Context: an optimization exercise on an open-source flow, tuned for small area, a short achievable clock period and few clock cycles. The choices shown serve that exercise and are no tape-out recipe. Function was checked by simulation only, so behaviour that the tests miss may differ from the original.

build 90:
## bluenumi_led
module bluenumi_led (
    input  wire        clk,
    input  wire        rst,           
    input  wire        cmd_valid,
    output wire        cmd_ready,
    input  wire [63:0] cmd_word,
    input  wire [31:0] cmd_now,       
    output wire        rsp_valid,
    output wire [3:0]  rsp_status,
    output wire [31:0] led_level      
);
    reg        led_en;
    reg        led_paused;
    reg        led_pattern;
    reg  [7:0] lvl [0:3];
    reg        rst_q;        
    reg        busy;         
    reg        phase;        
    reg        upd_q;        
    reg        rnz_q;        
    reg  [2:0] a_q;          
    reg  [1:0] t_q;          
    reg  [7:0] s2_q;         
    wire accept, ok, rnz, two_cyc, live_upd, is_pause, is_res, is_en, is_pat;
    wire b0 = cmd_word[0];
    wire last = busy & (~upd_q | ~led_pattern | phase);
    assign cmd_ready = ~busy;
    bn_resp u_resp (
        .rst(rst), .cmd_valid(cmd_valid), .cmd_word(cmd_word),
        .busy(busy), .last(last), .rnz_q(rnz_q), .led_en(led_en), .led_paused(led_paused),
        .rsp_valid(rsp_valid), .rsp_status(rsp_status),
        .accept(accept), .ok(ok), .rnz(rnz), .two_cyc(two_cyc), .live_upd(live_upd),
        .is_pause(is_pause), .is_res(is_res), .is_en(is_en), .is_pat(is_pat)
    );
    wire [29:0] A = cmd_now[31:2];
    wire [7:0]  S2;
    wire fold_t1 = A[0] ^ A[7] ^ A[14];
    wire fold_t2 = (A[0] & A[7]) | (A[0] & A[14]) | (A[7] & A[14]);
    wire fold_t3 = A[21] ^ A[28] ^ A[29];
    wire fold_t4 = (A[21] & A[28]) | (A[21] & A[29]) | (A[28] & A[29]);
    wire fold_t5 = A[1] ^ A[8] ^ A[7];
    wire fold_t6 = (A[1] & A[8]) | (A[1] & A[7]) | (A[8] & A[7]);
    wire fold_t7 = A[15] ^ A[22] ^ A[21];
    wire fold_t8 = (A[15] & A[22]) | (A[15] & A[21]) | (A[22] & A[21]);
    wire fold_t9 = A[2] ^ A[9] ^ A[8];
  ...
Size in the first run: about 980 cells after synthesis, roughly 140 I/O pins.
clock: 30.0 ns
lec_check: 0
abc_area: 1
cap_margin: 20
core_margin: 2
core_utilization: 45
cts_buf_list: sky130_fd_sc_hd__clkbuf_8
gpl_timing_driven: 1
place_density: 0.6
slew_margin: 20
synth_hierarchical: 1
synth_memory_max_bits: 131072
standard.sh (not shown) runs the stock make flow with config.mk's settings and CLKGATE_MAP_FILE= SYNTH_SCRIPT=/design/flow/synth_recipe.tcl, a recipe that flattens the netlist after the stock synthesis.
==> flow/flow/run.sh <==
#!/bin/bash
# The standard layout (standard.sh) with these changes:
# - the buffers that buffer_ports puts on every input and output port are
#   sky130_fd_sc_hd__buf_1 cells instead of the tool's default pick
#   (clkdlybuf4s50_1, a delay cell);
# - after the standard synthesis, the netlist's combinational logic is
#   improved without touching any register (same cells, same names):
#   flow/fa_polarity.py removes inverters around the full-adder cells (a full
#   adder is self-dual), then flow/remap.py maps the logic again with ABC
#   (flow/remap.abc, the standard dont_use list in flow/dontuse.txt), keeping
#   flip-flops, full-adder cells and the logic of the rsp_valid/rsp_status paths as
#   they are. The netlist computes the same function; the standard flow then
#   goes on from it.
# Logs: synth.log, standard.log (make's output), fa_polarity.log, remap.log
# (and the netlist's .remap.log beside it), and ORFS's own logs in orfs/logs.
set -euo pipefail
ARGS='BUFFER_PORTS_ARGS=-buffer_cell sky130_fd_sc_hd__buf_1'
R=orfs/results/${FLOW_PLATFORM:-sky130hd}/bluenumi_led/base
bash standard.sh "$ARGS" synth > synth.log 2>&1
python3 flow/fa_polarity.py "$R/1_2_yosys.v" > fa_polarity.log 2>&1
python3 flow/remap.py "$R/1_2_yosys.v" flow/remap.abc flow/dontuse.txt rsp_valid rsp_status > remap.log 2>&1
rm -f "$R/1_synth.odb" "$R/1_synth.sdc"
bash standard.sh "$ARGS" finish > standard.log 2>&1
==> flow/flow/remap.abc <==
strash
dch -f
map -D 3500
topo
stime -c
buffer -c
upsize -c -D 4200
dnsize -c -D 4200
Other scripts of this flow, unchanged in this note and not shown: flow/flow/dontuse.txt, flow/flow/fa_polarity.py, flow/flow/remap.py
Build 90 reached the end of the flow, and the finished layout is clean on the timing, design-rule and antenna checks.
Testbench counts of build 90, summed over its fixed seeds: cycles 37,036.
#### Input delta (build 38 over build 90)
# build 90
export LEC_CHECK = 0
export ABC_AREA = 1
export CAP_MARGIN = 20
export CORE_MARGIN = 2
export CORE_UTILIZATION = 45
export CTS_BUF_LIST = sky130_fd_sc_hd__clkbuf_8
export GPL_TIMING_DRIVEN = 1
export PLACE_DENSITY = 0.6
export SLEW_MARGIN = 20
export SYNTH_HIERARCHICAL = 1
export SYNTH_MEMORY_MAX_BITS = 131072
create_clock -name core_clock -period 30.0 [get_ports {clk}]
# build 38
export LEC_CHECK = 0
export ABC_AREA = 1
export CAP_MARGIN = 20
export CORE_MARGIN = 2
export CORE_UTILIZATION = 45
export PLACE_DENSITY = 0.6
export SLEW_MARGIN = 20
export SYNTH_HIERARCHICAL = 1
export SYNTH_MEMORY_MAX_BITS = 131072
create_clock -name core_clock -period 30.0 [get_ports {clk}]
==> flow/flow/remap.abc <==
strash
dch -f
map -D 3500
topo
stime -c
buffer -c
upsize -c -D 4000
dnsize -c -D 4000
## What came out
Going from build 90 to build 38, finished layout cell area now larger, proportion of final cell area spent on non-clock buffers was more or less identical, setup slack after layout shows a reduction of 210 ps.
Comparing build 90 against build 38, there is no change at all in level count of the clock H-tree.
Global-route usage delta (build 90 -> build 38): insignificant
Build 38 ran to completion and came out clean on the timing, design-rule and antenna checks.
Area overhead of the layout relative to synthesis: build 38 higher than build 90
#### Input delta (build 39 over build 38)
==> flow/flow/remap.abc <==
strash
&get -n
&st
&dch -f
&nf -R 1000
&put
topo
stime -c
buffer -c
upsize -c
dnsize -c
Notes after the runs:
- Per the final summary, build 39 finished and its layout is clean on timing, DRC and antenna.
- Die area in build 39 vs build 38: down 650 um^2
- For build 39, the end point of the critical path was led_level[18], unlike build 38, where it was led_level[29].
- Taking build 38 as the reference, in build 39 worst clock skew roughly the same; area growth from synthesis to layout higher.
- Build 39 against build 38; final cell count without fillers is down by more than 10%.
- Final standard cell utilization of the core is lower on build 38
- | count of clock-buffer cells in the layout | build 39 vs build 38 | ≈ equal |
- Build 39 vs build 38 — synthesized area dropped 280 um^2.
- Cell with the biggest individual delay on the critical path = xor2_2: build 39; cell with the biggest individual delay on the critical path = nor2_1: build 38
- In the metrics for build 39 and build 38, the one carrying the lower die outline height is build 39.
Input-level comparison between build 21 and build 39:
==> flow/flow/remap.abc <==
strash
dch -f
map -D 3500
topo
stime -c
buffer -c
upsize -c -D 4200
dnsize -c -D 4200
Notes after the runs:
On synthesized area: build 21 sits above build 39.
The startpoint of the most critical setup path comes out cmd_word[63] in one run and s2_q[1] in the other, namely in build 21 and build 39 respectively.
The higher met1 routed wirelength after detailed routing came out of build 21.
Critical path depth: build 21 vs build 39 down 29
On first-pass GRT wire length, the higher figure sits with build 21, not build 39.
Setup changes, build 21 to build 23
# build 21
export LEC_CHECK = 0
export ABC_AREA = 1
export CAP_MARGIN = 20
export CORE_MARGIN = 2
export CORE_UTILIZATION = 45
export PLACE_DENSITY = 0.6
export SLEW_MARGIN = 20
export SYNTH_HIERARCHICAL = 1
export SYNTH_MEMORY_MAX_BITS = 131072
create_clock -name core_clock -period 30.0 [get_ports {clk}]
# build 23
export LEC_CHECK = 0
export ABC_AREA = 1
export CAP_MARGIN = 20
export CORE_MARGIN = 2
export CORE_UTILIZATION = 45
export CTS_BUF_LIST = sky130_fd_sc_hd__clkbuf_8
export PLACE_DENSITY = 0.6
export SLEW_MARGIN = 85
export SYNTH_HIERARCHICAL = 1
export SYNTH_MEMORY_MAX_BITS = 131072
create_clock -name core_clock -period 30.0 [get_ports {clk}]
Findings:
In build 23, setup slack is lower than in build 21.
Worst hold slack: build 23 vs build 21 — no meaningful difference
Build 23 vs build 21, critical-path cell with the highest stage delay: clkdlybuf4s50_1 vs nor2_4
What build 81 does differently from build 23 at the input level:
# build 23
export LEC_CHECK = 0
export ABC_AREA = 1
export CAP_MARGIN = 20
export CORE_MARGIN = 2
export CORE_UTILIZATION = 45
export CTS_BUF_LIST = sky130_fd_sc_hd__clkbuf_8
export PLACE_DENSITY = 0.6
export SLEW_MARGIN = 85
export SYNTH_HIERARCHICAL = 1
export SYNTH_MEMORY_MAX_BITS = 131072
create_clock -name core_clock -period 30.0 [get_ports {clk}]
# build 81
export LEC_CHECK = 0
export ABC_AREA = 1
export CAP_MARGIN = 20
export CORE_MARGIN = 2
export CORE_UTILIZATION = 45
export CTS_BUF_LIST = sky130_fd_sc_hd__clkbuf_8
export PLACE_DENSITY = 0.6
export SLEW_MARGIN = 20
export SYNTH_HIERARCHICAL = 1
export SYNTH_MEMORY_MAX_BITS = 131072
create_clock -name core_clock -period 30.0 [get_ports {clk}]
Notes after the runs:
Across both runs, total met3 wirelength after detailed routing was higher for build 81 than for build 23.
In terms of clock edge transition at the registers on the reported setup and hold paths, build 23 and build 81 differ only marginally.
Relative to build 23, the net total in the final layout measured on build 81 has decreased by a little under 10%.
Lower global routing usage on met2 goes to build 81 over build 23.
| part of the cycle the worst path needs | build 81 vs build 23 | 11 points lower |
Build 81 vs. build 23: total routed wirelength moved down; overall global routing resource usage moved down.
Build 81 | stages: all done | timing, DRC, antenna: all pass

---

## red
Starting RTL as in the previous note.
// bluenumi_led
module bluenumi_led (
    input  wire        clk,
    input  wire        rst,           
    input  wire        cmd_valid,
    output wire        cmd_ready,
    input  wire [63:0] cmd_word,
    input  wire [31:0] cmd_now,       
    output wire        rsp_valid,
    output wire [3:0]  rsp_status,
    output wire [31:0] led_level      
);
    reg        led_en;
    reg        led_paused;
    reg        led_pattern;
    reg  [7:0] lvl [0:3];
    reg        rst_q;        
    reg        busy;         
    reg        phase;        
    reg        upd_q;        
    reg        rnz_q;        
    reg  [2:0] a_q;          
    reg  [1:0] t_q;          
    reg  [7:0] s2_q;         
    wire accept, ok, rnz, two_cyc, live_upd, is_pause, is_res, is_en, is_pat;
    wire b0 = cmd_word[0];
    wire last = busy & (~upd_q | ~led_pattern | phase);
    assign cmd_ready = ~busy;
    bn_resp u_resp (
        .rst(rst), .cmd_valid(cmd_valid), .cmd_word(cmd_word),
        .busy(busy), .last(last), .rnz_q(rnz_q), .led_en(led_en), .led_paused(led_paused),
        .rsp_valid(rsp_valid), .rsp_status(rsp_status),
        .accept(accept), .ok(ok), .rnz(rnz), .two_cyc(two_cyc), .live_upd(live_upd),
        .is_pause(is_pause), .is_res(is_res), .is_en(is_en), .is_pat(is_pat)
    );
    wire [29:0] A = cmd_now[31:2];
    wire [7:0]  S2;
    wire fold_t1 = A[0] ^ A[7] ^ A[14];
    wire fold_t2 = (A[0] & A[7]) | (A[0] & A[14]) | (A[7] & A[14]);
    wire fold_t3 = A[21] ^ A[28] ^ A[29];
    wire fold_t4 = (A[21] & A[28]) | (A[21] & A[29]) | (A[28] & A[29]);
    wire fold_t5 = A[1] ^ A[8] ^ A[7];
    wire fold_t6 = (A[1] & A[8]) | (A[1] & A[7]) | (A[8] & A[7]);
    wire fold_t7 = A[15] ^ A[22] ^ A[21];
    wire fold_t8 = (A[15] & A[22]) | (A[15] & A[21]) | (A[22] & A[21]);
    wire fold_t9 = A[2] ^ A[9] ^ A[8];
    wire fold_t10 = (A[2] & A[9]) | (A[2] & A[8]) | (A[9] & A[8]);
    wire fold_t11 = A[16] ^ A[23] ^ A[22];
    wire fold_t12 = (A[16] & A[23]) | (A[16] & A[22]) | (A[23] & A[22]);
    wire fold_t13 = A[3] ^ A[10] ^ A[9];
    wire fold_t14 = (A[3] & A[10]) | (A[3] & A[9]) | (A[10] & A[9]);
    wire fold_t15 = A[17] ^ A[14] ^ A[24];
    wire fold_t16 = (A[17] & A[14]) | (A[17] & A[24]) | (A[14] & A[24]);
    wire fold_t17 = A[4] ^ A[11] ^ A[10];
    wire fold_t18 = (A[4] & A[11]) | (A[4] & A[10]) | (A[11] & A[10]);
  ...
Settings: LEC_CHECK=0, ABC_AREA=1, CAP_MARGIN=20, CORE_MARGIN=2, CORE_UTILIZATION=45, CTS_BUF_LIST=sky130_fd_sc_hd__clkbuf_8, PLACE_DENSITY=0.6, SLEW_MARGIN=70, SYNTH_HIERARCHICAL=1, SYNTH_MEMORY_MAX_BITS=131072; clock period 30.0 ns.
==> flow/flow/remap.abc <==
strash
dch -f
map -D 3500
topo
stime -c
buffer -c
upsize -c -D 4200
dnsize -c -D 4200
Scripts as last shown in full above: flow/flow/run.sh
Other scripts of this flow, unchanged in this note and not shown: flow/flow/dontuse.txt, flow/flow/fa_polarity.py, flow/flow/remap.py
red has completed all stages; timing, DRC and antenna checks passed.
Testbench counts of red, summed over its fixed seeds: cycles 37,036.
Relative to red, the following input files were edited for blue:
Settings: a deleted CTS_BUF_LIST that had been sky130_fd_sc_hd__clkbuf_8; a change of SLEW_MARGIN from 70 to 20.
diff --git a/flow/flow/run.sh b/flow/flow/run.sh
--- a/flow/flow/run.sh
+++ b/flow/flow/run.sh
@@ -14,2 +13,0 @@
-# Logs: synth.log, standard.log (make's output), fa_polarity.log, remap.log
-# (and the netlist's .remap.log beside it), and ORFS's own logs in orfs/logs.
@@ -17,0 +16 @@
+MARGIN='SETUP_SLACK_MARGIN=17.1'
@@ -23 +22 @@
-bash standard.sh "$ARGS" finish > standard.log 2>&1
+bash standard.sh "$ARGS" "$MARGIN" finish > standard.log 2>&1
==> flow/flow/remap.abc <==
strash
dch -f
map -a
topo
stime -c
buffer -c
upsize -c
dnsize -c
Going from red to blue, number of well taps grew by a few percent. Summary of blue over red: routing usage on met3 decreased by 0.28 points relative to the old numbers. As far as highest clock rate is concerned, red and blue perform about the same. Summary of blue over red: number of gates given a new drive strength after cts increased 17, routing usage on met1 has decreased, final cell count without fillers now sits higher.
The inputs of green differ from those of blue as listed below.
diff --git a/flow/flow/run.sh b/flow/flow/run.sh
--- a/flow/flow/run.sh
+++ b/flow/flow/run.sh
@@ -16 +16 @@
-MARGIN='SETUP_SLACK_MARGIN=17.1'
+MARGIN='SETUP_SLACK_MARGIN=16.9'
Notes after the runs:
- green ran to completion and came out clean on the timing, design-rule and antenna checks.
- Final critical path time including I/O delays and setup (lower): blue
- Final cycle utilization of the critical path of blue is on par with green.
- Between green and blue, it is green whose via count is lower, by 240.
What orange does differently from green at the input level:
Settings: CTS_BUF_LIST now sky130_fd_sc_hd__clkbuf_8, previously not set.
diff --git a/flow/flow/run.sh b/flow/flow/run.sh
--- a/flow/flow/run.sh
+++ b/flow/flow/run.sh
@@ -13,0 +14,2 @@
+# Logs: synth.log, standard.log (make's output), fa_polarity.log, remap.log
+# (and the netlist's .remap.log beside it), and ORFS's own logs in orfs/logs.
@@ -16 +17,0 @@
-MARGIN='SETUP_SLACK_MARGIN=16.9'
@@ -22 +23 @@
-bash standard.sh "$ARGS" "$MARGIN" finish > standard.log 2>&1
+bash standard.sh "$ARGS" finish > standard.log 2>&1
==> flow/flow/remap.abc <==
strash
dch -f
map -D 3500
topo
stime -c
buffer -c
upsize -c -D 4000
dnsize -c -D 4000
==> notes.md <==
- Multi-input combinational area share: green and orange compared, lower one is green
- orange vs. green: final cell count without fillers shows a reduction of about 1.6%, cell count along the critical path shows an increase of 22, number of gates resized after cts shows a reduction of 1.

==> re-timing with driven ports <==
How much do the figures lean on ideal ports? The routed layouts below were timed once more, with nothing changed but the port constraints. Step 1, drivers: a clkbuf_16 drives clk and a buf_2 each remaining input, both assumed. Step 2 also shifts input and output timing later by t, the mid clock arrival at the registers, as if the neighbouring blocks saw the same clock. Three values: ideal, step 1, step 2; two values: the first two.
run	shift t [ns]	setup WS [ns]	latest minus earliest clock arrival (ns)
build 90	0.364	16.952 / 16.933 / 16.933	0.008 / 0.008
build 38	0.349	16.744 / 16.703 / 16.941	0.012 / 0.012
build 39	0.344	15.450 / 15.408 / 15.751	0.009 / 0.009
build 21	0.343	16.942 / 16.923 / 16.923	0.008 / 0.008
build 23	0.370	13.548 / 13.510 / 13.880	0.011 / 0.011
build 81	0.364	16.952 / 16.933 / 16.933	0.008 / 0.008
red	0.364	16.963 / 16.944 / 16.944	0.003 / 0.003
blue	0.346	16.947 / 16.916 / 16.916	0.008 / 0.008
green	0.343	16.916 / 16.886 / 16.886	0.007 / 0.007
orange	0.369	16.733 / 16.697 / 16.941	0.012 / 0.012
After both steps every run listed still meets setup and hold. The setup slack of blue, which loses most, moves by -0.031 ns with the drivers and by -0.031 ns with both steps.
